Source: an optimization exercise on an open RTL-to-GDS flow (aim: small area, a short achievable clock period and few clock cycles). Production flows keep margins and buffers that such runs may drop. In this exercise RTL edits were held to simulation tests only and were not proved equivalent to the original. No run shown here takes its clock network from TritonCTS; it comes from the design's own scripts or RTL. No driver is modelled on the clock port, so clock power and skew are understated where the tree is cut down; a real chip needs a root buffer or a tree. Power figures rest on the tool's default switching activity, not on a simulated workload.

File: flow/design.v
module zre_rot (
    input  wire       clk,
    input  wire       rst,
    input  wire       start,
    input  wire [1:0] mode,
    input  wire [4:0] width,      
    input  wire [4:0] height,     
    input  wire       pix_valid,
    input  wire       pix,
    output reg        out_valid,
    output reg  [7:0] out_byte,
    output reg        out_last
);
    reg [1:0]  cfg_mode;
    reg [3:0]  wm1, hm1;           
    reg        busy;               
    reg        in_act;             
    reg [3:0]  ic;                 
    reg [3:0]  oc;                 
    reg        m0_pend;            
    reg        k;                  
    reg        s2;                 
    reg [15:0] col [0:15];
    reg        pv, px;
    reg        fresh;
    always @(posedge clk) begin
        pv    <= pix_valid;
        px    <= pix;
        fresh <= start & ~busy;
    end
    wire m_none = (cfg_mode == 2'd0);
    wire m_cw   = (cfg_mode == 2'd1);
    wire m_180  = (cfg_mode == 2'd3);
    wire transp = cfg_mode[0] ^ cfg_mode[1];
    wire in_done = busy & ~in_act;
    wire [3:0] owm1 = transp ? hm1 : wm1;         
    wire [3:0] ohm1 = transp ? wm1 : hm1;         
    wire [3:0] icz = ic ^ {4{m_180}};
    wire [3:0] ic_step = ic ^ {&icz[2:0], &icz[1:0], icz[0], 1'b1};
    wire [3:0] ocz = oc ^ {4{m_cw}};
    wire [3:0] oc_step = oc ^ {&ocz[2:0], &ocz[1:0], ocz[0], 1'b1};
    wire [3:0] w_m1 = width[3:0] ^ {~|width[2:0], ~|width[1:0], ~width[0], 1'b1};
    wire [3:0] h_m1 = height[3:0] ^ {~|height[2:0], ~|height[1:0], ~height[0], 1'b1};
    wire we      = pv & in_act;
    wire row_end = m_180 ? (ic == 4'd0) : (ic == wm1);
    wire last_y  = m_cw ? (oc == 4'd0) : (oc == hm1);
    wire [3:0] wc = transp ? oc : ic;
    integer i;
    always @(posedge clk) begin
        for (i = 0; i < 16; i = i + 1)
            if (we && wc == i[3:0])
                col[i] <= {col[i][14:0], px};
    end
    wire ready    = m_none ? m0_pend : in_done;
    wire emit     = busy & ready;
    wire [3:0] p  = oc & {4{~m_none}};            
    wire row_last = m_cw ? (oc == 4'd0) : (oc == ohm1);
    wire k_end    = (k == s2);
    wire last_b   = m_none ? in_done : (k_end & row_last);
    reg [7:0] rd;
    integer b;
    always @(*) begin
        for (b = 0; b < 8; b = b + 1) begin
            rd[7 - b] = k ? col[8 + b][p] : col[b][p];
            if (!((~k & owm1[3]) | (b[2:0] <= owm1[2:0])))
                rd[7 - b] = 1'b0;
        end
    end
    always @(posedge clk) begin
        if (rst) begin
            busy      <= 1'b0;
            in_act    <= 1'b0;
            m0_pend   <= 1'b0;
            out_valid <= 1'b0;
        end else begin
            out_valid <= emit;
            m0_pend   <= we & m_none & ((ic[2:0] == 3'd7) | row_end);
            if (!busy) begin
                busy   <= start;
                in_act <= start;
            end else begin
                if (we && row_end && last_y) in_act <= 1'b0;
                if (emit && last_b) busy <= 1'b0;
            end
        end
    end
    always @(posedge clk) begin
        out_byte <= rd;
        out_last <= last_b;
        if (!busy) begin
            cfg_mode <= mode;
            wm1      <= w_m1;
            hm1      <= h_m1;
            k        <= 1'b0;
        end else if (fresh) begin
            ic       <= m_180 ? wm1 : 4'd0;
            oc       <= m_cw ? hm1 : 4'd0;
            s2       <= transp ? hm1[3] : wm1[3];
        end else begin
            if (we) begin
                ic <= row_end ? (m_180 ? wm1 : 4'd0) : ic_step;
                if (row_end)
                    oc <= last_y ? (m_cw ? wm1 : 4'd0) : oc_step;
                if (m_none) k <= ic[3];
            end
            if (emit && !m_none) begin
                k <= ~k & s2;
                if (k_end)
                    oc <= oc_step;
            end
        end
    end
endmodule
File: flow/flow/run.sh
#!/bin/bash
# The standard ORFS layout (standard.sh: standard synthesis, floorplan,
# placement, CTS, routing) with a few settings of its steps changed:
#  - port buffers are plain buffers (buf_2) instead of the delay cells that
#    buffer_ports picks by itself,
#  - the clock tree is a balanced two-level tree of clkbuf_16 built by
#    flow/manual_cts.tcl (PRE_CTS_TCL) instead of TritonCTS,
#  - repair_timing aims at 7.15 ns of setup slack on the design's 10 ns clock
#    (the SDC is the standard flow's, unchanged).
# make's full output goes to standard.log; ORFS keeps each step's log under
# orfs/logs/.
set -euo pipefail
cat >> config.mk <<EOC
export BUFFER_PORTS_ARGS = -buffer_cell sky130_fd_sc_hd__buf_2
export PRE_CTS_TCL = $PWD/flow/manual_cts.tcl
export SETUP_SLACK_MARGIN = 7.15
EOC
bash standard.sh > standard.log 2>&1
File: flow/flow/manual_cts.tcl
# Clock tree for this design, used in place of TritonCTS (sourced as
# PRE_CTS_TCL by ORFS's cts.tcl, it replaces the clock_tree_synthesis command).
#
# Two buffer levels, both balanced: the register clock pins are split into
# NB2 clusters of (nearly) equal size by k-means, each driven by one leaf
# buffer at the cluster's centre; the leaf buffers are split the same way
# into NB1 groups, each driven by one mid buffer that the clock port drives.
# The clock port thus drives NB1 (<= 4) buffer inputs.
# Two-level clock tree: port -> NB1 mid buffers -> NB2 leaf buffers -> register clock pins.
proc kmeans {pts nb iters} {
  # pts: list of {x y}; returns list of assignments and centres
  set n [llength $pts]
  set sorted [lsort -real -index 0 $pts]
  set cx {}; set cy {}
  for {set k 0} {$k < $nb} {incr k} {
    set s [lindex $sorted [expr {int(($k + 0.5) * $n / $nb)}]]
    lappend cx [lindex $s 0]; lappend cy [lindex $s 1]
  }
  for {set iter 0} {$iter < $iters} {incr iter} {
    set assign {}
    foreach s $pts {
      set best 0; set bd 1e30
      for {set k 0} {$k < $nb} {incr k} {
        set d [expr {hypot([lindex $s 0]-[lindex $cx $k], [lindex $s 1]-[lindex $cy $k])}]
        if {$d < $bd} {set bd $d; set best $k}
      }
      lappend assign $best
    }
    set sx [lrepeat $nb 0.0]; set sy [lrepeat $nb 0.0]; set cnt [lrepeat $nb 0]
    foreach s $pts a $assign {
      lset sx $a [expr {[lindex $sx $a] + [lindex $s 0]}]
      lset sy $a [expr {[lindex $sy $a] + [lindex $s 1]}]
      lset cnt $a [expr {[lindex $cnt $a] + 1}]
    }
    for {set k 0} {$k < $nb} {incr k} {
      if {[lindex $cnt $k] > 0} {
        lset cx $k [expr {[lindex $sx $k] / [lindex $cnt $k]}]
        lset cy $k [expr {[lindex $sy $k] / [lindex $cnt $k]}]
      }
    }
  }
  return [list $assign $cx $cy $cnt]
}


proc balance {pts nb la lcx lcy lcnt extra} {
  # rebalance: greedy capacity-limited assignment to the k-means centres,
  # then recentre, a few rounds
  set n [llength $pts]
  set cap [expr {($n + $nb - 1) / $nb + $extra}]
  for {set round 0} {$round < 6} {incr round} {
    set triples {}
    set i 0
    foreach s $pts {
      for {set k 0} {$k < $nb} {incr k} {
        lappend triples [list [expr {hypot([lindex $s 0]-[lindex $lcx $k], [lindex $s 1]-[lindex $lcy $k])}] $i $k]
      }
      incr i
    }
    set la [lrepeat $n -1]
    set lcnt [lrepeat $nb 0]
    foreach t [lsort -real -index 0 $triples] {
      lassign $t d i k
      if {[lindex $la $i] >= 0 || [lindex $lcnt $k] >= $cap} continue
      lset la $i $k
      lset lcnt $k [expr {[lindex $lcnt $k] + 1}]
    }
    set sx [lrepeat $nb 0.0]; set sy [lrepeat $nb 0.0]
    foreach s $pts a $la {
      lset sx $a [expr {[lindex $sx $a] + [lindex $s 0]}]
      lset sy $a [expr {[lindex $sy $a] + [lindex $s 1]}]
    }
    for {set k 0} {$k < $nb} {incr k} {
      if {[lindex $lcnt $k] > 0} {
        lset lcx $k [expr {[lindex $sx $k] / [lindex $lcnt $k]}]
        lset lcy $k [expr {[lindex $sy $k] / [lindex $lcnt $k]}]
      }
    }
  }
  return [list $la $lcx $lcy $lcnt]
}

proc add_buf {block master name in_net cx cy} {
  set inst [odb::dbInst_create $block $master $name]
  set net [odb::dbNet_create $block "${name}_net"]
  $net setSigType CLOCK
  [$inst findITerm A] connect $in_net
  [$inst findITerm X] connect $net
  $inst setLocation [expr {int($cx)}] [expr {int($cy)}]
  $inst setPlacementStatus PLACED
  return $net
}

proc manual_cts2 {nb1 nb2 midbuf leafbuf} {
  set db [ord::get_db]
  set block [ord::get_db_block]
  set clk_net [$block findNet clk]
  $clk_net setSigType CLOCK
  set sinks {}; set pts {}
  foreach it [$clk_net getITerms] {
    set bb [[$it getInst] getBBox]
    lappend sinks $it
    lappend pts [list [expr {([$bb xMin]+[$bb xMax])/2.0}] [expr {([$bb yMin]+[$bb yMax])/2.0}]]
  }
  lassign [kmeans $pts $nb2 60] la lcx lcy lcnt
  lassign [balance $pts $nb2 $la $lcx $lcy $lcnt 1] la lcx lcy lcnt
  puts "manual_cts2: leaf cluster sizes $lcnt"
  set lpts {}
  for {set k 0} {$k < $nb2} {incr k} { lappend lpts [list [lindex $lcx $k] [lindex $lcy $k]] }
  lassign [kmeans $lpts $nb1 60] ma mcx mcy mcnt
  lassign [balance $lpts $nb1 $ma $mcx $mcy $mcnt 0] ma mcx mcy mcnt
  puts "manual_cts2: mid cluster sizes $mcnt"
  set mm [$db findMaster $midbuf]
  set lm [$db findMaster $leafbuf]
  for {set m 0} {$m < $nb1} {incr m} {
    set mnet($m) [add_buf $block $mm "clkbuf_mid_$m" $clk_net [lindex $mcx $m] [lindex $mcy $m]]
  }
  for {set k 0} {$k < $nb2} {incr k} {
    set lnet($k) [add_buf $block $lm "clkbuf_leaf_$k" $mnet([lindex $ma $k]) [lindex $lcx $k] [lindex $lcy $k]]
  }
  foreach it $sinks a $la {
    $it disconnect
    $it connect $lnet($a)
  }
}

set ::mcts_nb1 4
set ::mcts_nb2 12
rename clock_tree_synthesis __tritoncts_clock_tree_synthesis
proc clock_tree_synthesis {args} {
  manual_cts2 $::mcts_nb1 $::mcts_nb2 sky130_fd_sc_hd__clkbuf_16 sky130_fd_sc_hd__clkbuf_16
}
File: flow/standard.sh
#!/bin/bash
# synth_recipe.tcl (not shown) runs the flow's synth.tcl, then flattens the netlist and writes it again
# the make line also repeats each setting of config.mk as NAME=value (left out here)
make -C /OpenROAD-flow-scripts/flow DESIGN_CONFIG=/design/flow/config.mk WORK_HOME=/design/flow/orfs CLKGATE_MAP_FILE= SYNTH_SCRIPT=/design/flow/synth_recipe.tcl "${@:-finish}"
File: flow/config.mk
export PLATFORM = sky130hd
export DESIGN_NAME = zre_rot
export DESIGN_NICKNAME = zre_rot
export VERILOG_FILES = /design/flow/design.v
export SDC_FILE = /design/flow/constraint.sdc
export NUM_CORES = 4
export LEC_CHECK = 0
export CAP_MARGIN = 5
export CORE_MARGIN = 2
export CORE_UTILIZATION = 65
export PLACE_DENSITY = 0.8
export SLEW_MARGIN = 5
export SYNTH_MEMORY_MAX_BITS = 4096
export BUFFER_PORTS_ARGS = -buffer_cell sky130_fd_sc_hd__buf_2
export PRE_CTS_TCL = /design/flow/flow/manual_cts.tcl
export SETUP_SLACK_MARGIN = 7.15
File: flow/constraint.sdc
create_clock -name core_clock -period 10.0 [get_ports {clk}]
set_input_delay 2.0000 -clock core_clock [delete_from_list [all_inputs] [get_ports {clk}]]
set_output_delay 2.0000 -clock core_clock [all_outputs]
set_load 0.01 [all_outputs]
==> impl_metrics.csv, run 1 <==
group,metric,value,unit
logic_synthesis,yosysWarnings,2,
drt,wl_per_cell,23.8,um
global_routing,grt_pass1_vias,6275,
global_routing,track_usage,22.7,%
die,die_x,141,um
timing,period_share,27.7,%
logic_synthesis,synth_cell_types,64,
finish,layout_common_cells,"edfxtp_1, mux4_2, nand2_1, nor2_1, buf_2",
setup_path,crit_buf_inv,1,
drt,totalWireLength,22000,um
timing,relSlewSlack,29.9,%
finish,diodes,0,
die,start_util,66.9,%
clocking,path_clk_slew,90,ps
worst_hold_path,holdCritPathClass,"register to register",
pwr,ir_worst_vdd,141,uV
finish,seq_area,8600,um2
logic_synthesis,syn_nets,704,
status,status,"complete, no violations",
logic_synthesis,syn_area_per_cell,17.9,um2
setup_path,startpoint_type,"register",
global_routing,grt_use_met3,2.24,%
timing,fin_crit,2770,ps
logic_synthesis,synth_ff_type,"edfxtp_1",
drt,drt-pass1-iter-count,5,
pwr,pwr_density_cell,172,nW/um2
drt,avgViaCountPerCell,6.74,
timing,setup_viol,0,
drt,dr_total_vias,6218,
timing,final_hold_viol_count,0,
setup_path,crit_chain,"buf_2",
placement,port_buffers,24,
logic_synthesis,synth_edf_count,275,
finish,multi_input_area,3370,um2
global_routing,grt.overflow.total,0,
die,std_cell_rows,49,
setup_path,slowest_stage,"dfxtp_1",
finish,layout_commonest_cell,"edfxtp_1",
setup_path,critPathKind,"register to primary output",
setup_path,worstPathArrival,770,ps
global_routing,grt.busiest_layer,"met2",
pwr,p_leak,4.16,nW
logic_synthesis,postSynth.asyncResetShare,0,%
finish,fill_cells,1112,
placement,pre_cts_ws,6150,ps
finish,fin_nets,721,
global_routing,met1_usage,34.6,%
logic_synthesis,ys_ff_latch,292,
global_routing,grtUsageMet2,37.3,%
placement,dpl-instance-area,12400,um2
timing,worst_slew_pin_slew,1050,ps
global_routing,grt_start_max_net_pins,47,
logic_synthesis,synthCells,679,
global_routing,antenna_found_initial,0,
logic_synthesis,syn_area,12100,um2
timing,finalWorstSetupSlack,7230,ps
setup_path,path_delay_family,"flip-flops",
placement,hpwl,14300,um
timing,hold-worst-slack,435,ps
setup_path,critPathMaxStageDelay,330,ps
timing,max_freq,361,MHz
clocking,clock_latency,310,ps
drt,drtAntennaViolNets,0,
finish,utilization,71.4,%
placement,gp_congestion,0.864,
die,ioPinCount,27,
setup_path,required,8000,ps
clocking,cts_hold_buffers,0,
timing,fin_skew,17.9,ps
timing,tns,0,ps
die,die_h,141,um
logic_synthesis,synth-seq-area-share,70.8,%
finish,drive_gt1_share,20.6,%
finish,area_growth,6.74,%
finish,fin_area,13000,um2
timing,drv_slew,0,
timing,rsz0062_at_grt,"false",
setup_path,endpoint_kind,"primary output",
drt,drc,0,
run,cap_viol_max_count,0,
setup_path,cp_max_fo,1,
die,core_area,18100,um2
die,die-area,19800,um2
drt,dr.first_iter.drc_count,684,
global_routing,grt_pass1_wl,35500,um
==> kinds of logic (layout without fill, tap and decap cells) <==
| logic type | Yosys count | in the layout | share of synthesized area [%] |
|---|---|---|---|
| mux | 86 | 86 | 14.2 |
| compound gates | 76 | 76 | 4.33 |
| fa+ha+maj | 8 | 8 | 0.825 |
| flops | 292 | 292 | 70.8 |
| buf+inv | 59 | 73 | 2.59 |
| simple gates | 139 | 140 | 5.89 |
| xor+xnor | 19 | 19 | 1.37 |
==> power by group <==
| group | switching (mW) | total, mW | internal (mW) | leakage (nW) |
|---|---|---|---|---|
| registers | 0.0278 | 1.37 | 1.35 | 2.63 |
| logic | 0.132 | 0.240 | 0.108 | 1.34 |
| clock network | 0.321 | 0.609 | 0.288 | 0.197 |
==> per-layer routing <==
layer,routed length [um],vias to the layer above
met5,0,-
met1,9370,3202
met3,1360,43
li1,-,2742
met2,10800,231
met4,511,0
==> sequential cells by signal, indices dropped and copies added, names as in the netlist, 2 cells and up <==
register,count
oc,4
cfg_mode,2
col,256
out_byte,8
wm1,4
hm1,4
ic,4
==> synthesized netlist by cell type, drive strengths merged, types with 10 or more instances <==
| cell type | count | area share [%] |
|---|---|---|
| buf | 25 | 1.5 |
| nand2 | 31 | 0.96 |
| edfxtp | 275 | 68 |
| mux4 | 64 | 12 |
| o21ai | 14 | 0.58 |
| nand3 | 15 | 0.62 |
| dfxtp | 17 | 2.8 |
| xnor2 | 10 | 0.72 |
| mux2i | 13 | 1.1 |
| inv | 20 | 0.62 |
| a21oi | 12 | 0.49 |
| clkbuf | 13 | 0.41 |
| nor2 | 36 | 1.1 |
| nor3 | 14 | 0.62 |
==> timing repair <==
item / in CTS / in global routing
setup buffers: 1 / 0
setup endpoints to repair: 172 / 201
cloned: 1 / 0
pin swaps: 5 / 0
gates resized for setup: 25 / 10
==> metrics by stage <==
stage	total power [mW]	std cells
4_1_cts	2.13	923
5_1_grt	2.30	923
3_5_place_dp	1.63	905
3_3_place_gp	1.62	905
2_1_floorplan	1.57	679
6_report	2.22	923
==> cell type report <==
cell class | instances | area share [%]
Sequential cell | 292 | 66.4
Multi-Input combinational cell | 329 | 26.0
Timing Repair Buffer | 36 | 1.72
Buffer | 16 | 3.09
Tap cell | 229 | 2.21
Inverter | 21 | 0.608
==> final timing paths <==
| path | startpoint | endpoint | slack, ps | cells past startpoint |
|---|---|---|---|---|
| setup / recovery | out_byte[3] | out_byte[3] | 7230 | 1 |
| hold / removal | col[12][8] | col[12][9] | 440 | 0 |
| setup reg to reg | cfg_mode[1] | oc[1] | 7330 | 7 |
| hold reg to reg | col[12][8] | col[12][9] | 440 | 0 |
Testbench counts, summed over its fixed seeds: cycles 94,156.
==> run 2: changes to the inputs <==
--- a/flow/config.mk
+++ b/flow/config.mk
@@ -9,5 +9,5 @@
 export CORE_MARGIN = 2
 export CORE_UTILIZATION = 65
-export PLACE_DENSITY = 0.8
+export PLACE_DENSITY = 0.7
 export SLEW_MARGIN = 5
 export SYNTH_MEMORY_MAX_BITS = 4096
==> run 2 against run 1 <==
Net effect: sequential share of layout area rose by 0.11 points; synthesized cell count did not move; flip-flop and latch count did not move; register-to-register slack got worse by 50 ps; cell count rose by 0.33%; still clean; largest power group unchanged; hold slack improved by 11 ps; combinational power barely moved; via count fell by 0.27%.
==> impl_metrics.csv, run 2 <==
group,metric,value,unit
timing,rsz0062_at_grt,"true",
drt,topRoutingLayerUsed,"met4",
finish,largest_reg_flops,256,
logic_synthesis,synth-seq-area-share,70.8,%
logic_synthesis,synth_top_area_share,68.0,%
timing,max_freq,358,MHz
finish,layout_commonest_cell,"edfxtp_1",
logic_synthesis,yosysTopAreaCell,"edfxtp_1",
worst_hold_path,holdCritPathClass,"register to register",
logic_synthesis,syn_area_per_cell,17.9,um2
timing,final_hold_viol_count,0,
clocking,cts_hold_buffers,0,
timing,hold-worst-slack,446,ps
timing,relSlewSlack,38.4,%
pwr,p_leak,4.17,nW
timing,drv_slew,0,
setup_path,endpoint_kind,"primary output",
placement,port_buffers,24,
logic_synthesis,syn_nets,704,
setup_path,path_depth,1,
finish,layout_common_cells,"edfxtp_1, mux4_2, nand2_1, nor2_1, buf_2",
finish,fin_cells,926,
timing,period_share,27.9,%
die,core_area,18100,um2
setup_path,cp-startpoint,"out_byte[5]",
setup_path,cp_max_fo,1,
placement,hpwl,14200,um
die,start_util,66.9,%
setup_path,worstPathArrival,790,ps
finish,fin_nets,724,
logic_synthesis,ys_ff_latch,292,
logic_synthesis,yosysMostFrequentCell,"edfxtp_1",
drt,met2_length,10600,um
global_routing,antenna_found_initial,0,
drt,totalWireLength,22200,um
logic_synthesis,synth_ff_type,"edfxtp_1",
global_routing,grt_start_max_net_pins,38,
drt,dr_total_vias,6201,
logic_synthesis,synthCells,679,
setup_path,startpoint_type,"register",
logic_synthesis,postSynth.asyncResetShare,0,%
placement,gp_congestion,0.875,
clocking,clock_latency,320,ps
pwr,p_clk_share,27.7,%
timing,setup_viol,0,
pwr,pwr-share-seq,61.6,%
status,status,"complete, no violations",
drt,drtAntennaViolNets,0,
setup_path,crit_path_end,"out_byte[5]",
setup_path,crit_chain,"buf_2",
finish,reg_top3,"col x256, out_byte x8",
logic_synthesis,yosysWarnings,2,
global_routing,grt_pass1_wl,35100,um
global_routing,grt_pass1_vias,6080,
finish,top_register,"col",
logic_synthesis,synth_commonest_cells,"edfxtp_1, mux4_2, nor2_1",
drt,wl_per_cell,23.9,um
drt,avgViaCountPerCell,6.70,
clocking,path_clk_slew,90,ps
global_routing,track_usage,22.7,%
drt,drc,0,
finish,drive_gt1_share,20.4,%
setup_path,critPathKind,"register to primary output",
die,die-area,19800,um2
placement,place_inst,909,
drt,met3RoutedLength,1490,um
logic_synthesis,synth_edf_count,275,
setup_path,rr_worst_depth,5,
setup_path,r2r-start,"cfg_mode[1]",
die,std_cell_rows,49,
pwr,intPower,1.74,mW
finish,area_growth,6.57,%
timing,worst_slew_pin_slew,922,ps
pwr,p_comb_share,10.7,%
drt,dr.first_iter.drc_count,644,
die,ioPinCount,27,
setup_path,crit_buf_inv,1,
timing,fin_skew,25.0,ps
drt,drt-pass1-iter-count,5,
setup_path,timing.rr.end,"col[12][14]",
timing,tns,0,ps
die,die_h,141,um
global_routing,grt.overflow.total,0,
logic_synthesis,ys_top_cells_by_area,"edfxtp_1, mux4_2, dfxtp_1",
setup_path,slowest_stage,"dfxtp_1",
drt,wl_met1,9650,um
finish,diodes,0,
setup_path,path_delay_family,"flip-flops",
pwr,pwr_density_cell,172,nW/um2
die,die_x,141,um
setup_path,critPathMaxStageDelay,350,ps
placement,pre_cts_ws,6740,ps
pwr,finalPower,2.23,mW
logic_synthesis,synth_cell_types,64,
timing,fin_crit,2790,ps
pwr,swShare,21.8,%
setup_path,required,8000,ps
pwr,net-switching-power,0.487,mW
logic_synthesis,syn_area,12100,um2
setup_path,r2r_slack,7280,ps
timing,finalWorstSetupSlack,7210,ps
run,cap_viol_max_count,0,
pwr,ir_worst_vdd,140,uV
## run 2: logic make-up after synthesis
family / synth area share (%)
xor gates and xnor gates: 1.37
DFF: 70.8
buffers and inverters: 2.59
AOI/OAI and AO/OA: 4.33
adders and majority gates: 0.825
and+or+nand+nor: 5.89
muxes: 14.2
## run 2: final cells by class
| type | count | area (um2) |
|---|---|---|
| sequential | 292 | 8600 |
| fill | 1150 | 5210 |
| multi-input combinational | 329 | 3320 |
| buffer | 16 | 400 |
| tap | 229 | 287 |
| timing repair buffer | 39 | 244 |
| inverter | 21 | 78.8 |
## run 2: per-layer routing
metal | vias up | GRT usage [%]
li1 | 2745 | -
met1 | 3196 | 34.8
met2 | 223 | 36.8
met3 | 37 | 2.92
met4 | 0 | 3.42
met5 | - | 0
## run 2: power by group through the flow
stage          clock, mW  combinational, mW  sequential (mW)
2_1_floorplan          0              0.180             1.39
3_3_place_gp           0              0.230             1.40
3_5_place_dp           0              0.233             1.40
4_1_cts            0.490              0.238             1.40
5_1_grt            0.675              0.256             1.38
6_report           0.618              0.237             1.37
## run 2: stage by stage
step | utilization (%) | instance area, um2
3_5_place_dp | 68.5 | 12400
3_3_place_gp | 68.5 | 12400
6_report | 71.3 | 12900
5_1_grt | 71.3 | 12900
4_1_cts | 71.1 | 12900
2_1_floorplan | - | 12100
## run 2: what timing repair did
item / CTS / global route
gates cloned: 1 / 0
pin swaps: 1 / 0
endpoints found under the hold margin: 0 / 0
buffers inserted: 0 / 0
gates resized for setup: 17 / 6
setup endpoints to repair: 137 / 69
## run 2: worst min-delay path by stage
stage | from | end | depth (start not counted)
2_1_floorplan | col[12][9] | col[12][10] | 0
3_3_place_gp | col[6][12] | col[6][13] | 0
3_5_place_dp | col[6][8] | col[6][9] | 0
4_1_cts | col[9][14] | col[9][15] | 0
5_1_grt | col[10][11] | col[10][12] | 0
6_report | col[7][3] | col[7][4] | 0
==> run 3: changes to the inputs <==
--- a/flow/config.mk
+++ b/flow/config.mk
@@ -8,5 +8,5 @@
 export CAP_MARGIN = 5
 export CORE_MARGIN = 2
-export CORE_UTILIZATION = 65
+export CORE_UTILIZATION = 60
 export PLACE_DENSITY = 0.7
 export SLEW_MARGIN = 5
==> run 3 against run 2 <==
Net effect: first-iteration DRC count shrank 23%; die area grew 8.1%; fmax grew 1.1%; design area grew 0.55%; largest power group unchanged; global-route usage shrank 1.3 points.
==> impl_metrics.csv, run 3 <==
group,metric,value,unit
setup_path,critPathKind,"register to primary output",
die,die_x,146,um
finish,utilization,64.9,%
setup_path,slowest_stage,"dfxtp_1",
timing,fin_crit,2760,ps
setup_path,rr_worst_depth,5,
setup_path,crit_chain,"buf_2",
setup_path,r2r_slack,7280,ps
clocking,cts_setup_buffers,0,
die,die-area,21400,um2
setup_path,endpoint_kind,"primary output",
pwr,p_leak,4.16,nW
pwr,pwr_density_cell,172,nW/um2
drt,drtAntennaViolNets,0,
timing,rsz0062_at_grt,"true",
setup_path,crit_path_end,"out_byte[3]",
timing,tns,0,ps
global_routing,grt_pass1_wl,36000,um
global_routing,grt_start_max_net_pins,47,
finish,area_growth,7.15,%
logic_synthesis,postSynth.asyncResetShare,0,%
finish,largest_reg_flops,256,
pwr,ir_worst_vdd,137,uV
logic_synthesis,synth_top_area_share,68.0,%
setup_path,path_delay_family,"flip-flops",
drt,dr_total_vias,6176,
die,ioPinCount,27,
clocking,clock_latency,310,ps
global_routing,grt_pass1_vias,6352,
setup_path,timing.rr.end,"col[13][1]",
finish,top_register,"col",
setup_path,cp-startpoint,"out_byte[3]",
logic_synthesis,synth_ff_type,"edfxtp_1",
logic_synthesis,synth-seq-area-share,70.8,%
setup_path,critPathMaxStageDelay,330,ps
clocking,cts_hold_buffers,0,
placement,gp_congestion,0.793,
finish,multi_input_area,3330,um2
finish,drive_gt1_share,20.5,%
logic_synthesis,synthCells,679,
timing,relSlewSlack,28.1,%
die,std_cell_rows,52,
logic_synthesis,synth_edf_count,275,
setup_path,cp_max_fo,1,
setup_path,startpoint_type,"register",
logic_synthesis,yosysMostFrequentCell,"edfxtp_1",
placement,port_buffers,24,
global_routing,track_usage,21.3,%
drt,totalWireLength,23000,um
finish,layout_common_cells,"edfxtp_1, mux4_2, nand2_1, nor2_1, buf_2",
die,core_area,20000,um2
finish,fill_cells,1408,
finish,fin_nets,719,
pwr,finalPower,2.24,mW
logic_synthesis,ys_top_cells_by_area,"edfxtp_1, mux4_2, dfxtp_1",
setup_path,crit_buf_inv,1,
finish,layout_commonest_cell,"edfxtp_1",
logic_synthesis,ys_ff_latch,292,
drt,dr.first_iter.drc_count,498,
run,cap_viol_max_count,0,
timing,drv_slew,0,
setup_path,required,8000,ps
global_routing,antenna_found_initial,0,
die,start_util,60.6,%
die,die_h,146,um
drt,wl_per_cell,24.0,um
placement,hpwl,14700,um
global_routing,grt.overflow.total,0,
finish,diodes,0,
finish,seq_area,8600,um2
timing,fin_skew,28.7,ps
worst_hold_path,holdCritPathClass,"register to register",
logic_synthesis,yosysWarnings,2,
logic_synthesis,syn_area,12100,um2
setup_path,path_depth,1,
setup_path,r2r-start,"cfg_mode[0]",
setup_path,worstPathArrival,760,ps
drt,drc,0,
timing,worst_slew_pin_slew,1070,ps
timing,setup_viol,0,
timing,final_hold_viol_count,0,
logic_synthesis,syn_nets,704,
timing,period_share,27.6,%
logic_synthesis,syn_area_per_cell,17.9,um2
drt,avgViaCountPerCell,6.42,
logic_synthesis,synth_cell_types,64,
timing,hold-worst-slack,442,ps
drt,drt-pass1-iter-count,5,
finish,reg_top3,"col x256, out_byte x8",
logic_synthesis,yosysTopAreaCell,"edfxtp_1",
status,status,"complete, no violations",
logic_synthesis,synth_commonest_cells,"edfxtp_1, mux4_2, nor2_1",
timing,max_freq,362,MHz
clocking,path_clk_slew,100,ps
## run 3: layout make-up
cell class	count	area share, %
inverter	21	0.616
timing repair buffer	35	1.95
sequential	292	66.1
tap	270	2.60
buffer	16	3.08
multi-input combinational	328	25.6
## run 3: kinds of logic (layout without fill, tap and decap cells)
family          after synthesis  in the layout  share of synthesized area [%]
compound gates               76             76                           4.33
xor+xnor                     19             19                           1.37
fa+ha+maj                     8              8                          0.825
buf+inv                      59             72                           2.59
flops                       292            292                           70.8
mux                          86             86                           14.2
simple gates                139            139                           5.89
## run 3: worst min path at each step
stage	from	to	cells past startpoint
final	col[9][1]	col[9][2]	0
after global routing	col[4][7]	col[4][8]	0
after CTS	col[0][1]	col[0][2]	0
after detailed placement	col[14][13]	col[14][14]	0
after global placement	col[5][13]	col[5][14]	0
after floorplan	col[12][9]	col[12][10]	0
## run 3: timing repair
action / CTS / global route
cloned: 0 / 1
resized for setup: 27 / 8
pin swaps: 3 / 0
endpoints found under the setup margin: 187 / 129
## run 3: stage by stage
stage	cell area (um2)	cells	worst slack, ps
2_1_floorplan	12100	679	7210
3_3_place_gp	12400	945	6560
3_5_place_dp	12400	945	6510
4_1_cts	12900	961	7130
5_1_grt	13000	962	7010
6_report	13000	962	7240
## run 3: power breakdown
group,switching [mW],internal (mW)
registers,0.0271,1.35
clock network,0.334,0.289
logic,0.134,0.110
## run 3: per-layer routing
layer	routed length, um	vias to the layer above	global-route usage (%)
met5	0	-	0
met4	480	0	3.59
met3	999	34	2.00
met2	11300	168	35.8
met1	10200	3233	31.8
li1	-	2741	-
==> run 4: changes to the inputs <==
--- a/flow/flow/run.sh
+++ b/flow/flow/run.sh
@@ -6,5 +6,5 @@
 #  - the clock tree is a balanced two-level tree of clkbuf_16 built by
 #    flow/manual_cts.tcl (PRE_CTS_TCL) instead of TritonCTS,
-#  - repair_timing aims at 7.15 ns of setup slack on the design's 10 ns clock
+#  - repair_timing aims at 7.25 ns of setup slack on the design's 10 ns clock
 #    (the SDC is the standard flow's, unchanged).
 # make's full output goes to standard.log; ORFS keeps each step's log under
@@ -14,5 +14,5 @@
 export BUFFER_PORTS_ARGS = -buffer_cell sky130_fd_sc_hd__buf_2
 export PRE_CTS_TCL = $PWD/flow/manual_cts.tcl
-export SETUP_SLACK_MARGIN = 7.15
+export SETUP_SLACK_MARGIN = 7.25
 EOC
 bash standard.sh > standard.log 2>&1
--- a/flow/config.mk
+++ b/flow/config.mk
@@ -8,9 +8,9 @@
 export CAP_MARGIN = 5
 export CORE_MARGIN = 2
-export CORE_UTILIZATION = 60
-export PLACE_DENSITY = 0.7
+export CORE_UTILIZATION = 65
+export PLACE_DENSITY = 0.75
 export SLEW_MARGIN = 5
 export SYNTH_MEMORY_MAX_BITS = 4096
 export BUFFER_PORTS_ARGS = -buffer_cell sky130_fd_sc_hd__buf_2
 export PRE_CTS_TCL = /design/flow/flow/manual_cts.tcl
-export SETUP_SLACK_MARGIN = 7.15
+export SETUP_SLACK_MARGIN = 7.25
==> run 4 against run 3 <==
Net effect: still clean on timing, DRC and antenna; first-iteration DRC count is 5.8% higher; critical path depth unchanged; via count about the same; core utilization is 7.0 points higher; design area is 0.27% higher; fmax grew 0.72%; wire length decreased by 6.0%; hold slack improved by 8.6 ps; synthesized area unchanged; sequential power is essentially flat; flip-flop and latch count unchanged; total power shrank 0.23%; highest routed layer unchanged.
==> impl_metrics.csv, run 4 <==
group,metric,value,unit
worst_hold_path,holdCritPathClass,"register to register",
finish,largest_reg_flops,256,
pwr,p_leak,4.19,nW
timing,hold-worst-slack,450,ps
finish,layout_common_cells,"edfxtp_1, mux4_2, nand2_1, nor2_1, clkbuf_16",
logic_synthesis,synthCells,679,
timing,relSlewSlack,39.3,%
placement,gp_congestion,0.843,
die,die_x,141,um
drt,dr.first_iter.drc_count,527,
placement,hpwl,14000,um
timing,rsz0062_at_grt,"true",
logic_synthesis,synth_cell_types,64,
finish,utilization,71.9,%
finish,fin_nets,723,
timing,setup_viol,0,
logic_synthesis,yosysMostFrequentCell,"edfxtp_1",
setup_path,crit_chain,"buf_6",
pwr,pwr_density_cell,171,nW/um2
global_routing,track_usage,22.5,%
logic_synthesis,synth_edf_count,275,
finish,area_growth,7.44,%
timing,fin_crit,2740,ps
pwr,ir_worst_vdd,130,uV
worst_hold_path,min_path_cells,0,
logic_synthesis,postSynth.asyncResetShare,0,%
clocking,cts_hold_buffers,0,
setup_path,r2r_slack,7260,ps
logic_synthesis,yosysTopAreaCell,"edfxtp_1",
timing,final_hold_viol_count,0,
setup_path,startpoint_type,"register",
placement,port_buffers,24,
drt,drt-pass1-iter-count,5,
worst_hold_path,hold_start,"col[14][10]",
logic_synthesis,synth_top_area_share,68.0,%
setup_path,rr_worst_depth,5,
setup_path,crit_buf_inv,1,
setup_path,worstPathArrival,740,ps
drt,avgViaCountPerCell,6.68,
finish,layout_commonest_cell,"edfxtp_1",
drt,drc,0,
setup_path,r2r-start,"cfg_mode[0]",
die,die_h,141,um
global_routing,antenna_found_initial,0,
setup_path,path_delay_family,"flip-flops",
global_routing,grt_pass1_vias,6175,
drt,drtAntennaViolNets,0,
clocking,clock_latency,300,ps
setup_path,slowest_stage,"dfxtp_2",
drt,dr_total_vias,6178,
finish,seq_area,8610,um2
setup_path,cp_max_fo,1,
finish,reg_top3,"col x256, out_byte x8",
finish,fill_cells,1148,
timing,fin_skew,19.7,ps
global_routing,grt_start_max_net_pins,47,
logic_synthesis,synth_commonest_cells,"edfxtp_1, mux4_2, nor2_1",
timing,period_share,27.4,%
finish,top_register,"col",
die,die-area,19800,um2
die,start_util,66.9,%
global_routing,grt.overflow.total,0,
run,cap_viol_max_count,0,
die,ioPinCount,27,
logic_synthesis,synth_ff_type,"edfxtp_1",
setup_path,timing.rr.end,"col[14][15]",
setup_path,required,8000,ps
logic_synthesis,ys_top_cells_by_area,"edfxtp_1, mux4_2, dfxtp_1",
finish,drive_gt1_share,22.0,%
setup_path,critPathKind,"register to primary output",
drt,wl_per_cell,23.4,um
clocking,path_clk_slew,90,ps
drt,totalWireLength,21700,um
setup_path,critPathMaxStageDelay,330,ps
die,core_area,18100,um2
timing,worst_slew_pin_slew,900,ps
timing,max_freq,364,MHz
worst_hold_path,min_to,"col[14][11]",
status,status,"complete, no violations",
logic_synthesis,syn_area,12100,um2
finish,multi_input_area,3360,um2
logic_synthesis,syn_nets,704,
timing,tns,0,ps
logic_synthesis,synth-seq-area-share,70.8,%
setup_path,endpoint_kind,"primary output",
finish,diodes,0,
global_routing,grt_pass1_wl,35200,um
logic_synthesis,syn_area_per_cell,17.9,um2
timing,drv_slew,0,
logic_synthesis,yosysWarnings,2,
die,std_cell_rows,49,
logic_synthesis,ys_ff_latch,292,
-- run 4: stage by stage --
| stage | instance area, um2 | setup WS, ps | total power, mW | instances |
|---|---|---|---|---|
| after floorplan | 12200 | 7250 | 1.57 | 679 |
| after global placement | 12400 | 6320 | 1.63 | 906 |
| after detailed placement | 12400 | 6310 | 1.63 | 906 |
| after CTS | 13000 | 7200 | 2.13 | 925 |
| after global routing | 13000 | 7100 | 2.31 | 925 |
| final | 13000 | 7260 | 2.23 | 925 |
-- run 4: timing repair --
item | 4_1_cts | 5_1_grt
hold endpoints to repair | 0 | 0
pin swaps | 6 | 0
gates cloned | 1 | 0
gates resized for setup | 32 | 16
setup endpoints to repair | 156 | 91
buffers inserted | 2 | 0
-- run 4: layout make-up --
type	instances	share of cell area, %
Inverter	21	0.662
Tap cell	229	2.20
Timing Repair Buffer	38	2.28
Multi-Input combinational cell	329	25.8
Buffer	16	3.07
Sequential cell	292	66.0
-- run 4: routing by layer --
layer	share of wire, %	wire (um)	global-route usage, %
met1	44	9630	35.3
met5	0	0	0
met4	2.5	546	5.26
met3	5.8	1250	2.51
met2	47	10200	35.2
-- run 4: cells by family (layout without fill, tap and decap cells) --
family	after synthesis	in the layout	share of synthesized area [%]
flip-flops	292	292	70.8
buffers and inverters	59	75	2.59
AO/OA/AOI/OAI	76	76	4.33
XOR/XNOR	19	19	1.37
multiplexers	86	86	14.2
AND/OR/NAND/NOR	139	140	5.89
adder cells (fa/ha/maj)	8	8	0.825
-- run 4: power breakdown --
part           total (mW)  switching [mW]  leakage (nW)  internal (mW)
registers            1.38          0.0278          2.63           1.35
clock network       0.612           0.324         0.197          0.288
logic               0.247           0.131          1.36          0.116
-- run 4: how the worst max path moves through the flow --
| stage | endpoint | slack [ps] | start | cells past startpoint |
|---|---|---|---|---|
| after floorplan | hm1[3] | 7250 | height[0] | 4 |
| after global placement | out_byte[6] | 6320 | cfg_mode[0] | 8 |
| after detailed placement | out_byte[6] | 6310 | cfg_mode[0] | 8 |
| after CTS | wm1[3] | 7200 | width[0] | 5 |
| after global routing | col[14][15] | 7100 | cfg_mode[1] | 5 |
| final | out_byte[7] | 7260 | out_byte[7] | 1 |
==> run 5: changes to the inputs <==
--- a/flow/flow/run.sh
+++ b/flow/flow/run.sh
@@ -6,5 +6,5 @@
 #  - the clock tree is a balanced two-level tree of clkbuf_16 built by
 #    flow/manual_cts.tcl (PRE_CTS_TCL) instead of TritonCTS,
-#  - repair_timing aims at 7.25 ns of setup slack on the design's 10 ns clock
+#  - repair_timing aims at 7.1 ns of setup slack on the design's 10 ns clock
 #    (the SDC is the standard flow's, unchanged).
 # make's full output goes to standard.log; ORFS keeps each step's log under
@@ -14,5 +14,5 @@
 export BUFFER_PORTS_ARGS = -buffer_cell sky130_fd_sc_hd__buf_2
 export PRE_CTS_TCL = $PWD/flow/manual_cts.tcl
-export SETUP_SLACK_MARGIN = 7.25
+export SETUP_SLACK_MARGIN = 7.1
 EOC
 bash standard.sh > standard.log 2>&1
--- a/flow/config.mk
+++ b/flow/config.mk
@@ -14,3 +14,3 @@
 export BUFFER_PORTS_ARGS = -buffer_cell sky130_fd_sc_hd__buf_2
 export PRE_CTS_TCL = /design/flow/flow/manual_cts.tcl
-export SETUP_SLACK_MARGIN = 7.25
+export SETUP_SLACK_MARGIN = 7.1
==> run 5 against run 4 <==
Net effect: still clean; wire length up 1.3%; cell count is the same; clock power about the same; first-iteration DRC count up 2.5%; flip-flop and latch count is the same; critical path type unchanged; critical endpoint is now out_byte[5]; largest power group unchanged.
==> impl_metrics.csv, run 5 <==
group,metric,value,unit
drt,drtAntennaViolNets,0,
finish,fill_cells,1102,
clocking,path_clk_slew,90,ps
global_routing,grt_pass1_wl,35000,um
finish,top_register,"col",
global_routing,grt_pass1_vias,6277,
setup_path,critPathMaxStageDelay,320,ps
die,start_util,66.9,%
setup_path,cp_max_fo,1,
finish,reg_top3,"col x256, out_byte x8",
finish,layout_common_cells,"edfxtp_1, mux4_2, nand2_1, nor2_1, buf_2",
logic_synthesis,syn_nets,704,
finish,diodes,0,
timing,rsz0062_at_grt,"true",
setup_path,slowest_stage,"dfxtp_1",
placement,gp_congestion,0.841,
logic_synthesis,ys_top_cells_by_area,"edfxtp_1, mux4_2, dfxtp_1",
global_routing,grt_start_max_net_pins,47,
global_routing,track_usage,22.5,%
die,die_x,141,um
global_routing,grt.overflow.total,0,
setup_path,critPathKind,"register to primary output",
timing,finalWorstSetupSlack,7240,ps
setup_path,worstPathArrival,760,ps
logic_synthesis,synth_top_area_share,68.0,%
drt,avgViaCountPerCell,6.74,
drt,drt-pass1-iter-count,5,
timing,max_freq,362,MHz
placement,hpwl,14200,um
logic_synthesis,ys_ff_latch,292,
die,core_area,18100,um2
timing,fin_crit,2760,ps
finish,area_growth,6.47,%
finish,multi_input_area,3270,um2
pwr,pwr_density_cell,172,nW/um2
setup_path,endpoint_kind,"primary output",
logic_synthesis,syn_area_per_cell,17.9,um2
setup_path,r2r-start,"oc[2]",
logic_synthesis,synth_ff_type,"edfxtp_1",
setup_path,crit_buf_inv,1,
die,die_h,141,um
drt,drc,0,
logic_synthesis,synth_commonest_cells,"edfxtp_1, mux4_2, nor2_1",
logic_synthesis,synth_edf_count,275,
die,std_cell_rows,49,
die,die-area,19800,um2
drt,dr_total_vias,6230,
pwr,ir_worst_vdd,129,uV
timing,final_hold_viol_count,0,
pwr,p_leak,4.18,nW
logic_synthesis,postSynth.asyncResetShare,0,%
setup_path,path_delay_family,"flip-flops",
setup_path,crit_chain,"buf_2",
timing,tns,0,ps
timing,relSlewSlack,28.2,%
drt,dr.first_iter.drc_count,540,
timing,period_share,27.6,%
drt,totalWireLength,21900,um
finish,seq_area,8600,um2
finish,largest_reg_flops,256,
placement,port_buffers,24,
timing,drv_slew,0,
timing,fin_skew,23.0,ps
setup_path,required,8000,ps
status,status,"complete, no violations",
logic_synthesis,synth_cell_types,64,
global_routing,antenna_found_initial,0,
clocking,clock_latency,310,ps
finish,fin_nets,723,
run,cap_viol_max_count,0,
finish,drive_gt1_share,20.0,%
worst_hold_path,hold_start,"col[15][11]",
logic_synthesis,synthCells,679,
placement,pre_cts_ws,6490,ps
logic_synthesis,yosysMostFrequentCell,"edfxtp_1",
die,ioPinCount,27,
timing,setup_viol,0,
logic_synthesis,yosysTopAreaCell,"edfxtp_1",
setup_path,cp-startpoint,"out_byte[5]",
setup_path,startpoint_type,"register",
timing,worst_slew_pin_slew,1070,ps
logic_synthesis,synth-seq-area-share,70.8,%
clocking,cts_setup_buffers,0,
drt,wl_per_cell,23.7,um
logic_synthesis,syn_area,12100,um2
worst_hold_path,holdCritPathClass,"register to register",
logic_synthesis,yosysWarnings,2,
finish,layout_commonest_cell,"edfxtp_1",
==> run 5: cell counts after synthesis <==
Identical to the previous run, type by type.
==> run 5: per-stage QoR <==
step / util [%] / power, mW / area [um2] / hold slack [ps] / instances
global placement: 68.4 / 1.63 / 12400 / 425 / 907
global route: 71.2 / 2.30 / 12900 / 455 / 925
finish: 71.2 / 2.23 / 12900 / 442 / 925
CTS: 70.9 / 2.13 / 12900 / 426 / 923
floorplan: - / 1.57 / 12100 / 417 / 679
detailed placement: 68.4 / 1.63 / 12400 / 426 / 907
==> run 5: worst paths after layout <==
| kind | endpoint | slack, ps | cells past startpoint |
|---|---|---|---|
| max reg2reg | out_byte[2] | 7250 | 5 |
| max | out_byte[5] | 7240 | 1 |
| min | col[15][12] | 440 | 0 |
| min reg2reg | col[15][12] | 440 | 0 |
==> run 5: logic make-up after synthesis <==
group,after synthesis,share of synthesized area [%]
fa+ha+maj,8,0.825
simple gates,139,5.89
mux,86,14.2
xor+xnor,19,1.37
compound gates,76,4.33
flops,292,70.8
buf+inv,59,2.59
==> run 5: where the power goes <==
part	leakage, nW	internal, mW	switching [mW]	total, mW
Combinational	1.36	0.110	0.130	0.240
Sequential	2.63	1.35	0.0272	1.37
Clock	0.197	0.288	0.325	0.613
==> run 5: metal layers <==
layer | wire (um) | vias to the layer above | global-route usage, %
li1 | - | 2746 | -
met1 | 9280 | 3220 | 33.4
met2 | 10900 | 218 | 37.3
met3 | 1200 | 46 | 2.14
met4 | 618 | 0 | 5.42
met5 | 0 | - | 0
==> run 5: cell type report <==
class                   count  share of cell area, %
multi-input cells         328                   25.3
plain buffers              16                   3.10
inverters                  21                  0.639
repair buffers             39                   2.19
flip-flops and latches    292                   66.5
well taps                 229                   2.22
==> run 5: what timing repair did <==
item | 4_1_cts | 5_1_grt
cloned | 0 | 1
endpoints found under the setup margin | 135 | 15
hold buffers | 0 | 0
gates resized for setup | 14 | 4
==> run 6: changes to the inputs <==
--- a/flow/flow/run.sh
+++ b/flow/flow/run.sh
@@ -6,5 +6,5 @@
 #  - the clock tree is a balanced two-level tree of clkbuf_16 built by
 #    flow/manual_cts.tcl (PRE_CTS_TCL) instead of TritonCTS,
-#  - repair_timing aims at 7.1 ns of setup slack on the design's 10 ns clock
+#  - repair_timing aims at 7.05 ns of setup slack on the design's 10 ns clock
 #    (the SDC is the standard flow's, unchanged).
 # make's full output goes to standard.log; ORFS keeps each step's log under
@@ -14,5 +14,5 @@
 export BUFFER_PORTS_ARGS = -buffer_cell sky130_fd_sc_hd__buf_2
 export PRE_CTS_TCL = $PWD/flow/manual_cts.tcl
-export SETUP_SLACK_MARGIN = 7.1
+export SETUP_SLACK_MARGIN = 7.05
 EOC
 bash standard.sh > standard.log 2>&1
--- a/flow/config.mk
+++ b/flow/config.mk
@@ -14,3 +14,3 @@
 export BUFFER_PORTS_ARGS = -buffer_cell sky130_fd_sc_hd__buf_2
 export PRE_CTS_TCL = /design/flow/flow/manual_cts.tcl
-export SETUP_SLACK_MARGIN = 7.1
+export SETUP_SLACK_MARGIN = 7.05
==> run 6 against run 5 <==
Net effect: still clean on timing, DRC and antenna; flip-flop and latch count is the same; global-route usage shrank 0.053 points; sequential power is essentially flat; sequential share of layout area grew 0.24 points; critical path depth grew 8; via count shrank 0.64%; first-iteration DRC count shrank 6.5%; fmax shrank 2.0%; hold slack gained 0.88 ps; register-to-register slack lost 70 ps; die area is the same; worst setup slack lost 55 ps; critical endpoint is now out_byte[1]; largest power group unchanged.
==> impl_metrics.csv, run 6 <==
group,metric,value,unit
placement,gp_congestion,0.841,
timing,relSlewSlack,35.2,%
logic_synthesis,syn_area_per_cell,17.9,um2
pwr,ir_worst_vdd,129,uV
die,die-area,19800,um2
setup_path,critPathMaxStageDelay,640,ps
placement,port_buffers,24,
clocking,clock_latency,310,ps
timing,fin_skew,22.9,ps
timing,setup_viol,0,
drt,dr_total_vias,6190,
finish,layout_common_cells,"edfxtp_1, mux4_2, nand2_1, nor2_1, buf_2",
logic_synthesis,yosysTopAreaCell,"edfxtp_1",
finish,area_growth,6.09,%
setup_path,r2r_slack,7180,ps
setup_path,cp_max_fo,34,
finish,largest_reg_flops,256,
clocking,cts_setup_buffers,0,
timing,max_freq,355,MHz
setup_path,timing.rr.end,"out_byte[1]",
placement,hpwl,14200,um
die,start_util,66.9,%
die,ioPinCount,27,
global_routing,grt_pass1_wl,34900,um
finish,top_register,"col",
pwr,intPower,1.74,mW
pwr,p_comb_share,10.6,%
drt,totalWireLength,21900,um
logic_synthesis,synth_commonest_cells,"edfxtp_1, mux4_2, nor2_1",
global_routing,track_usage,22.4,%
finish,fill_cells,1111,
setup_path,slowest_stage,"mux4_1",
logic_synthesis,yosysMostFrequentCell,"edfxtp_1",
setup_path,critPathKind,"register to register",
die,die_x,141,um
finish,layout_commonest_cell,"edfxtp_1",
placement,pre_cts_ws,6490,ps
clocking,path_clk_slew,100,ps
pwr,pwr-share-seq,61.7,%
global_routing,grt.overflow.total,0,
logic_synthesis,syn_area,12100,um2
drt,drc,0,
setup_path,rr_worst_depth,9,
global_routing,grt_start_max_net_pins,47,
status,status,"complete, no violations",
setup_path,r2r-start,"cfg_mode[0]",
drt,drtAntennaViolNets,0,
drt,wl_per_cell,23.7,um
logic_synthesis,postSynth.asyncResetShare,0,%
timing,rsz0062_at_grt,"false",
global_routing,grt_pass1_vias,6238,
setup_path,crit_chain,"inv_1, ha_2, nor2b_4, buf_12, buf_12, mux4_1, mux2_2, o22ai_1, a211oi_1",
setup_path,cp-startpoint,"cfg_mode[0]",
worst_hold_path,holdCritPathClass,"register to register",
pwr,pwr_density_cell,173,nW/um2
logic_synthesis,synth_ff_type,"edfxtp_1",
logic_synthesis,ys_top_cells_by_area,"edfxtp_1, mux4_2, dfxtp_1",
pwr,p_leak,4.17,nW
logic_synthesis,synth_cell_types,64,
finish,utilization,71.0,%
logic_synthesis,synth_top_area_share,68.0,%
timing,drv_slew,0,
timing,tns,0,ps
timing,fin_crit,2820,ps
drt,dr.first_iter.drc_count,505,
die,std_cell_rows,49,
setup_path,startpoint_type,"register",
setup_path,worstPathArrival,2950,ps
drt,drt-pass1-iter-count,8,
setup_path,crit_path_end,"out_byte[1]",
pwr,swShare,21.7,%
logic_synthesis,syn_nets,704,
logic_synthesis,ys_ff_latch,292,
global_routing,antenna_found_initial,0,
timing,hold-worst-slack,443,ps
timing,final_hold_viol_count,0,
drt,avgViaCountPerCell,6.70,
setup_path,required,10130,ps
run,cap_viol_max_count,0,
setup_path,endpoint_kind,"register",
timing,period_share,28.2,%
timing,worst_slew_pin_slew,969,ps
finish,fin_nets,722,
logic_synthesis,synth_edf_count,275,
timing,finalWorstSetupSlack,7180,ps
logic_synthesis,synth-seq-area-share,70.8,%
die,die_h,141,um
pwr,p_clk_share,27.6,%
pwr,net-switching-power,0.482,mW
finish,diodes,0,
logic_synthesis,synthCells,679,
logic_synthesis,yosysWarnings,2,
setup_path,crit_path_frequent_cell,"buf_12",
finish,reg_top3,"col x256, out_byte x8",
die,core_area,18100,um2
finish,drive_gt1_share,19.4,%
run 6: cell counts after synthesis:
Identical to the previous run, type by type.
run 6: power groups by stage:
stage / clock network, mW / logic [mW] / registers [mW]
2_1_floorplan: 0 / 0.180 / 1.39
3_3_place_gp: 0 / 0.229 / 1.40
3_5_place_dp: 0 / 0.233 / 1.40
4_1_cts: 0.490 / 0.237 / 1.40
5_1_grt: 0.663 / 0.256 / 1.38
6_report: 0.614 / 0.237 / 1.37
run 6: worst max-delay path: cells and delay by family, from the launching register on:
kind / cells / cell delay, ps
DFF: 1 / 390
and+or+nand+nor: 1 / 170
buffers and inverters: 3 / 600
muxes: 2 / 940
AOI/OAI and AO/OA: 2 / 210
adders and majority gates: 1 / 300
run 6: worst min path at each step:
stage / cells past startpoint / to / from / slack (ps)
after floorplan: 0 / col[12][10] / col[12][9] / 420
after global placement: 0 / col[14][11] / col[14][10] / 420
after detailed placement: 0 / col[6][13] / col[6][12] / 430
after CTS: 0 / col[6][13] / col[6][12] / 430
after global routing: 0 / col[6][13] / col[6][12] / 460
final: 0 / col[5][7] / col[5][6] / 440
run 6: routing by layer:
layer / wire [um] / global-route usage [%] / share of wire [%] / vias up
met2: 10800 / 37.1 / 49 / 193
met4: 574 / 5.11 / 2.6 / 0
met3: 1080 / 2.14 / 4.9 / 43
met5: 0 / 0 / 0 / -
met1: 9490 / 33.5 / 43 / 3213
li1: - / - / - / 2741
run 6: area by class of cell:
| class | count | area (um2) | share of cell area [%] |
|---|---|---|---|
| inverter | 21 | 82.6 | 0.641 |
| timing repair buffer | 38 | 250 | 1.94 |
| buffer | 16 | 400 | 3.11 |
| multi-input combinational | 328 | 3260 | 25.3 |
| tap | 229 | 287 | 2.23 |
| sequential | 292 | 8600 | 66.8 |
run 6: logic make-up after synthesis:
kind of cell / count (synthesis) / share of synthesized area (%)
flip-flops: 292 / 70.8
adder cells (fa/ha/maj): 8 / 0.825
multiplexers: 86 / 14.2
AND/OR/NAND/NOR: 139 / 5.89
XOR/XNOR: 19 / 1.37
buffers and inverters: 59 / 2.59
AO/OA/AOI/OAI: 76 / 4.33
run 6: stage by stage:
step	power, mW	cells	cell area [um2]
after floorplan	1.57	679	12100
after global placement	1.63	907	12400
after detailed placement	1.63	907	12400
after CTS	2.13	923	12800
after global routing	2.30	924	12900
final	2.22	924	12900
run 6: what timing repair did:
item	in CTS	in global routing
resized for setup	7	2
hold buffers	0	0
pin swaps	0	0
setup endpoints to repair	133	4
cloned	0	0
==> run 7: changes to the inputs <==
--- a/flow/flow/run.sh
+++ b/flow/flow/run.sh
@@ -6,5 +6,5 @@
 #  - the clock tree is a balanced two-level tree of clkbuf_16 built by
 #    flow/manual_cts.tcl (PRE_CTS_TCL) instead of TritonCTS,
-#  - repair_timing aims at 7.05 ns of setup slack on the design's 10 ns clock
+#  - repair_timing aims at 7.15 ns of setup slack on the design's 10 ns clock
 #    (the SDC is the standard flow's, unchanged).
 # make's full output goes to standard.log; ORFS keeps each step's log under
@@ -14,5 +14,5 @@
 export BUFFER_PORTS_ARGS = -buffer_cell sky130_fd_sc_hd__buf_2
 export PRE_CTS_TCL = $PWD/flow/manual_cts.tcl
-export SETUP_SLACK_MARGIN = 7.05
+export SETUP_SLACK_MARGIN = 7.15
 EOC
 bash standard.sh > standard.log 2>&1
--- a/flow/flow/manual_cts.tcl
+++ b/flow/flow/manual_cts.tcl
@@ -129,4 +129,4 @@
 rename clock_tree_synthesis __tritoncts_clock_tree_synthesis
 proc clock_tree_synthesis {args} {
-  manual_cts2 $::mcts_nb1 $::mcts_nb2 sky130_fd_sc_hd__clkbuf_16 sky130_fd_sc_hd__clkbuf_16
+  manual_cts2 $::mcts_nb1 $::mcts_nb2 sky130_fd_sc_hd__buf_12 sky130_fd_sc_hd__buf_16
 }
--- a/flow/config.mk
+++ b/flow/config.mk
@@ -14,3 +14,3 @@
 export BUFFER_PORTS_ARGS = -buffer_cell sky130_fd_sc_hd__buf_2
 export PRE_CTS_TCL = /design/flow/flow/manual_cts.tcl
-export SETUP_SLACK_MARGIN = 7.05
+export SETUP_SLACK_MARGIN = 7.15
==> run 7 against run 6 <==
Net effect: design area grew 0.71%; largest power group unchanged; still clean; highest routed layer unchanged; worst setup slack improved by 84 ps; first-iteration DRC count grew 10%; sequential share of layout area down 0.47 points; critical endpoint is now out_byte[5].
==> impl_metrics.csv, run 7 <==
group,metric,value,unit
logic_synthesis,synth_top_area_share,68.0,%
clocking,cts_hold_buffers,0,
pwr,pwr_density_cell,177,nW/um2
die,std_cell_rows,49,
finish,top_register,"col",
logic_synthesis,yosysTopAreaCell,"edfxtp_1",
logic_synthesis,synth_cell_types,64,
timing,rsz0062_at_grt,"true",
die,ioPinCount,27,
setup_path,required,8000,ps
setup_path,crit_path_end,"out_byte[5]",
timing,period_share,27.3,%
logic_synthesis,synth_top_family_by_area,"multiplexers",
global_routing,grt.overflow.total,0,
logic_synthesis,yosysWarnings,2,
drt,drt-pass1-iter-count,7,
timing,final_hold_viol_count,0,
setup_path,cp-startpoint,"out_byte[5]",
setup_path,slowest_stage,"dfxtp_1",
finish,fill_cells,1097,
finish,utilization,71.5,%
logic_synthesis,yosys.area_share.simple,5.89,%
die,die_x,141,um
logic_synthesis,yosysMostFrequentCell,"edfxtp_1",
finish,layout_commonest_cell,"edfxtp_1",
logic_synthesis,synth_commonest_cells,"edfxtp_1, mux4_2, nor2_1",
timing,fin_crit,2730,ps
finish,diodes,0,
logic_synthesis,synth_ff_type,"edfxtp_1",
drt,totalWireLength,22100,um
logic_synthesis,ys_ff_latch,292,
pwr,ir_worst_vdd,134,uV
logic_synthesis,postSynth.asyncResetShare,0,%
logic_synthesis,synth.area.mux_share,14.2,%
logic_synthesis,ys_top_cells_by_area,"edfxtp_1, mux4_2, dfxtp_1",
pwr,p_leak,4.18,nW
finish,fin_nets,723,
drt,drc,0,
setup_path,crit_chain,"buf_2",
drt,drtAntennaViolNets,0,
global_routing,track_usage,22.5,%
finish,largest_reg_flops,256,
drt,wl_per_cell,23.9,um
die,die_h,141,um
setup_path,critPathKind,"register to primary output",
timing,setup_viol,0,
drt,dr.first_iter.drc_count,558,
setup_path,timing.rr.end,"col[14][15]",
timing,hold-worst-slack,442,ps
logic_synthesis,synth_xor_area_share,1.37,%
setup_path,startpoint_type,"register",
setup_path,r2r_slack,7270,ps
setup_path,worstPathArrival,730,ps
die,core_area,18100,um2
logic_synthesis,syn_area,12100,um2
timing,drv_slew,0,
global_routing,grt_pass1_vias,6284,
timing,fin_skew,26.2,ps
logic_synthesis,synthCells,679,
timing,worst_slew_pin_slew,1030,ps
finish,reg_top3,"col x256, out_byte x8",
drt,avgViaCountPerCell,6.72,
timing,relSlewSlack,31.0,%
run,cap_viol_max_count,0,
global_routing,grt_start_max_net_pins,47,
setup_path,critPathMaxStageDelay,320,ps
global_routing,grt_pass1_wl,35100,um
logic_synthesis,syn_area_per_cell,17.9,um2
logic_synthesis,syn_nets,704,
worst_hold_path,holdCritPathClass,"register to register",
logic_synthesis,synth_edf_count,275,
setup_path,endpoint_kind,"primary output",
status,status,"complete, no violations",
timing,tns,0,ps
setup_path,crit_buf_inv,1,
placement,port_buffers,24,
placement,gp_congestion,0.841,
timing,max_freq,366,MHz
finish,drive_gt1_share,20.5,%
setup_path,path_delay_family,"flip-flops",
setup_path,r2r-start,"cfg_mode[0]",
drt,dr_total_vias,6218,
setup_path,rr_worst_depth,5,
clocking,cts_setup_buffers,0,
logic_synthesis,synth-seq-area-share,70.8,%
global_routing,antenna_found_initial,0,
finish,area_growth,6.85,%
logic_synthesis,synth_compound_gate_area_share,4.33,%
placement,hpwl,14200,um
finish,layout_common_cells,"edfxtp_1, mux4_2, nand2_1, nor2_1, buf_2",
logic_synthesis,synthAdderAreaFrac,0.825,%
die,start_util,66.9,%
clocking,clock_latency,280,ps
setup_path,path_depth,1,
setup_path,cp_max_fo,1,
die,die-area,19800,um2
clocking,path_clk_slew,90,ps
-- run 7: cell count changes in the layout (fill, tap and decap cells not counted), sizes merged --
cell      before  now
buf           38   54
clkinvlp       1    0
clkbuf        16    1
clkinv         0    1
-- run 7: worst min-delay path by stage --
stage / startpoint / end / slack, ps / depth (start not counted)
2_1_floorplan: col[12][9] / col[12][10] / 420 / 0
3_3_place_gp: col[14][10] / col[14][11] / 420 / 0
3_5_place_dp: col[6][12] / col[6][13] / 430 / 0
4_1_cts: col[6][12] / col[6][13] / 430 / 0
5_1_grt: col[6][12] / col[6][13] / 460 / 0
6_report: col[15][11] / col[15][12] / 440 / 0
-- run 7: per-stage QoR --
| step | worst slack, ps | std cells | area (um2) | power, mW |
|---|---|---|---|---|
| detailed placement | 6490 | 907 | 12400 | 1.63 |
| floorplan | 7210 | 679 | 12100 | 1.57 |
| finish | 7270 | 925 | 13000 | 2.29 |
| CTS | 7060 | 923 | 12900 | 2.20 |
| global route | 7040 | 925 | 13000 | 2.37 |
| global placement | 6510 | 907 | 12400 | 1.63 |
-- run 7: worst register-to-register path, stage by stage (launching register included) --
cell	delay, ps
edfxtp_1	390
inv_1	60
ha_2	650
and3b_1	240
o21ai_0	270
nor2_2	740
-- run 7: routing by layer --
layer	GRT usage, %	up-vias	wire (um)
met5	0	-	0
met4	5.37	0	607
met3	2.34	48	1220
met2	37.3	225	10900
met1	33.4	3197	9370
li1	-	2748	-
-- run 7: report_power, final --
part / leakage [nW] / internal (mW) / switching [mW]
registers: 2.63 / 1.35 / 0.0272
clock network: 0.190 / 0.331 / 0.347
logic: 1.36 / 0.110 / 0.132
-- run 7: layout make-up --
class                           instances  area [um2]  share of cell area, %
Tap cell                              229         287                   2.21
Timing Repair Buffer                   39         283                   2.18
Buffer                                 16         410                   3.16
Inverter                               21        80.1                  0.618
Multi-Input combinational cell        328        3310                   25.5
Sequential cell                       292        8600                   66.3
-- run 7: cell families (layout without fill, tap and decap cells) --
| family | count (synthesis) | after routing |
|---|---|---|
| flip-flops | 292 | 292 |
| multiplexers | 86 | 86 |
| AO/OA/AOI/OAI | 76 | 76 |
| adder cells (fa/ha/maj) | 8 | 8 |
| XOR/XNOR | 19 | 19 |
| AND/OR/NAND/NOR | 139 | 139 |
| buffers and inverters | 59 | 76 |
-- run 7: what timing repair did --
item	CTS	global route
setup endpoints to repair	138	74
cloned	0	1
pin swaps	5	0
gates resized for setup	23	4
==> run 8: changes to the inputs <==
--- a/flow/flow/manual_cts.tcl
+++ b/flow/flow/manual_cts.tcl
@@ -129,4 +129,4 @@
 rename clock_tree_synthesis __tritoncts_clock_tree_synthesis
 proc clock_tree_synthesis {args} {
-  manual_cts2 $::mcts_nb1 $::mcts_nb2 sky130_fd_sc_hd__buf_12 sky130_fd_sc_hd__buf_16
+  manual_cts2 $::mcts_nb1 $::mcts_nb2 sky130_fd_sc_hd__buf_16 sky130_fd_sc_hd__buf_16
 }
==> run 8 against run 7 <==
Net effect: total power is 1.2% higher; wire length is 0.19% lower; worst setup slack got worse by 3.7 ps; register-to-register slack barely moved; clock power grew 4.0%; sequential share of layout area decreased by 0.15 points; flip-flop and latch count did not move; clock skew decreased by 3.5 ps; core utilization is 0.17 points higher; first-iteration DRC count decreased by 16%; global-route usage hardly changed; critical path type is now register to register; largest power group unchanged.
==> impl_metrics.csv, run 8 <==
group,metric,value,unit
global_routing,grt.overflow.total,0,
die,die_h,141,um
finish,reg_top3,"col x256, out_byte x8",
pwr,pwr-share-seq,59.2,%
setup_path,cp_max_fo,28,
setup_path,required,9900,ps
drt,dr.first_iter.drc_count,469,
logic_synthesis,synth_cell_types,64,
drt,drtAntennaViolNets,0,
finish,largest_reg_flops,256,
logic_synthesis,syn_area_per_cell,17.9,um2
placement,port_buffers,24,
timing,max_freq,366,MHz
timing,worst_slew_pin_slew,984,ps
pwr,p_clk_share,30.4,%
die,core_area,18100,um2
run,cap_viol_max_count,0,
clocking,path_clk_slew,90,ps
timing,relSlewSlack,34.3,%
finish,diodes,0,
drt,wl_per_cell,23.8,um
logic_synthesis,synth_top_area_share,68.0,%
die,std_cell_rows,49,
setup_path,worstPathArrival,2630,ps
logic_synthesis,synth_commonest_cells,"edfxtp_1, mux4_2, nor2_1",
global_routing,track_usage,22.5,%
worst_hold_path,holdCritPathClass,"register to register",
drt,drc,0,
logic_synthesis,synth_edf_count,275,
pwr,swShare,21.9,%
logic_synthesis,yosysMostFrequentCell,"edfxtp_1",
die,die-area,19800,um2
clocking,cts_setup_buffers,0,
die,start_util,66.9,%
pwr,p_comb_share,10.4,%
finish,fin_nets,723,
timing,hold-worst-slack,444,ps
clocking,clock_latency,280,ps
pwr,pwr_density_cell,179,nW/um2
die,die_x,141,um
setup_path,endpoint_kind,"register",
logic_synthesis,synthCells,679,
pwr,p_leak,4.19,nW
timing,drv_slew,0,
logic_synthesis,ys_ff_latch,292,
pwr,net-switching-power,0.507,mW
drt,avgViaCountPerCell,6.72,
timing,rsz0062_at_grt,"true",
global_routing,grt_pass1_vias,6281,
clocking,cts_hold_buffers,0,
pwr,ir_worst_vdd,133,uV
logic_synthesis,postSynth.asyncResetShare,0,%
timing,fin_crit,2740,ps
placement,gp_congestion,0.841,
finish,area_growth,7.09,%
status,status,"complete, no violations",
placement,hpwl,14200,um
timing,fin_skew,22.8,ps
drt,drt-pass1-iter-count,5,
timing,setup_viol,0,
die,ioPinCount,27,
timing,final_hold_viol_count,0,
finish,drive_gt1_share,20.5,%
finish,layout_commonest_cell,"edfxtp_1",
logic_synthesis,yosysTopAreaCell,"edfxtp_1",
finish,layout_common_cells,"edfxtp_1, mux4_2, nand2_1, nor2_1, buf_2",
logic_synthesis,synth_ff_type,"edfxtp_1",
drt,totalWireLength,22100,um
setup_path,startpoint_type,"register",
logic_synthesis,yosysWarnings,2,
logic_synthesis,syn_area,12100,um2
global_routing,grt_pass1_wl,35000,um
pwr,intPower,1.81,mW
setup_path,critPathKind,"register to register",
logic_synthesis,ys_top_cells_by_area,"edfxtp_1, mux4_2, dfxtp_1",
timing,tns,0,ps
drt,dr_total_vias,6215,
finish,top_register,"col",
global_routing,grt_start_max_net_pins,47,
logic_synthesis,syn_nets,704,
global_routing,antenna_found_initial,0,
logic_synthesis,synth-seq-area-share,70.8,%
timing,period_share,27.4,%
run 8: power groups by stage:
stage	Sequential (mW)	Combinational [mW]	Clock, mW
floorplan	1.39	0.180	0
global placement	1.40	0.229	0
detailed placement	1.40	0.233	0
CTS	1.40	0.239	0.590
global route	1.38	0.262	0.758
finish	1.37	0.242	0.705
run 8: worst max-delay path, stage by stage (launching register included):
cell and delay, ps:
edfxtp_1 390, inv_1 60, ha_2 650, and3b_1 220
o21ai_0 280, nor2_2 750
run 8: layer usage:
layer  vias up  GRT usage, %  wire length, um
met2       205          37.2            11000
met5         -             0                0
li1       2751             -                -
met4         0          5.47              510
met3        41          2.24             1130
met1      3218          33.4             9460
run 8: logic make-up after synthesis:
group                      after synthesis  share of synthesized area [%]
muxes                                   86                           14.2
buffers and inverters                   59                           2.59
xor gates and xnor gates                19                           1.37
adders and majority gates                8                          0.825
AOI/OAI and AO/OA                       76                           4.33
and+or+nand+nor                        139                           5.89
DFF                                    292                           70.8
run 8: final timing paths:
kind / start / end / slack (ps) / cells past startpoint
min: col[15][11] / col[15][12] / 440 / 0
max: cfg_mode[0] / col[14][15] / 7260 / 5
min reg2reg: col[15][11] / col[15][12] / 440 / 0
max reg2reg: cfg_mode[0] / col[14][15] / 7260 / 5
run 8: cell type report:
type	instances	area, um2
fill	1089	5150
inverter	21	80.1
timing repair buffer	39	283
sequential	292	8600
multi-input combinational	328	3310
tap	229	287
buffer	16	440
run 8: repair_timing:
action | in CTS | in global routing
pin swaps | 5 | 0
resized for setup | 23 | 4
cloned | 0 | 1
endpoints found under the setup margin | 138 | 75
run 8: per-stage QoR:
stage	instances	util (%)	instance area (um2)	setup slack, ps	total power [mW]
global route	925	71.6	13000	7070	2.40
CTS	923	71.3	12900	7060	2.23
finish	925	71.6	13000	7260	2.32
global placement	907	68.4	12400	6510	1.63
floorplan	679	-	12100	7210	1.57
detailed placement	907	68.4	12400	6490	1.63
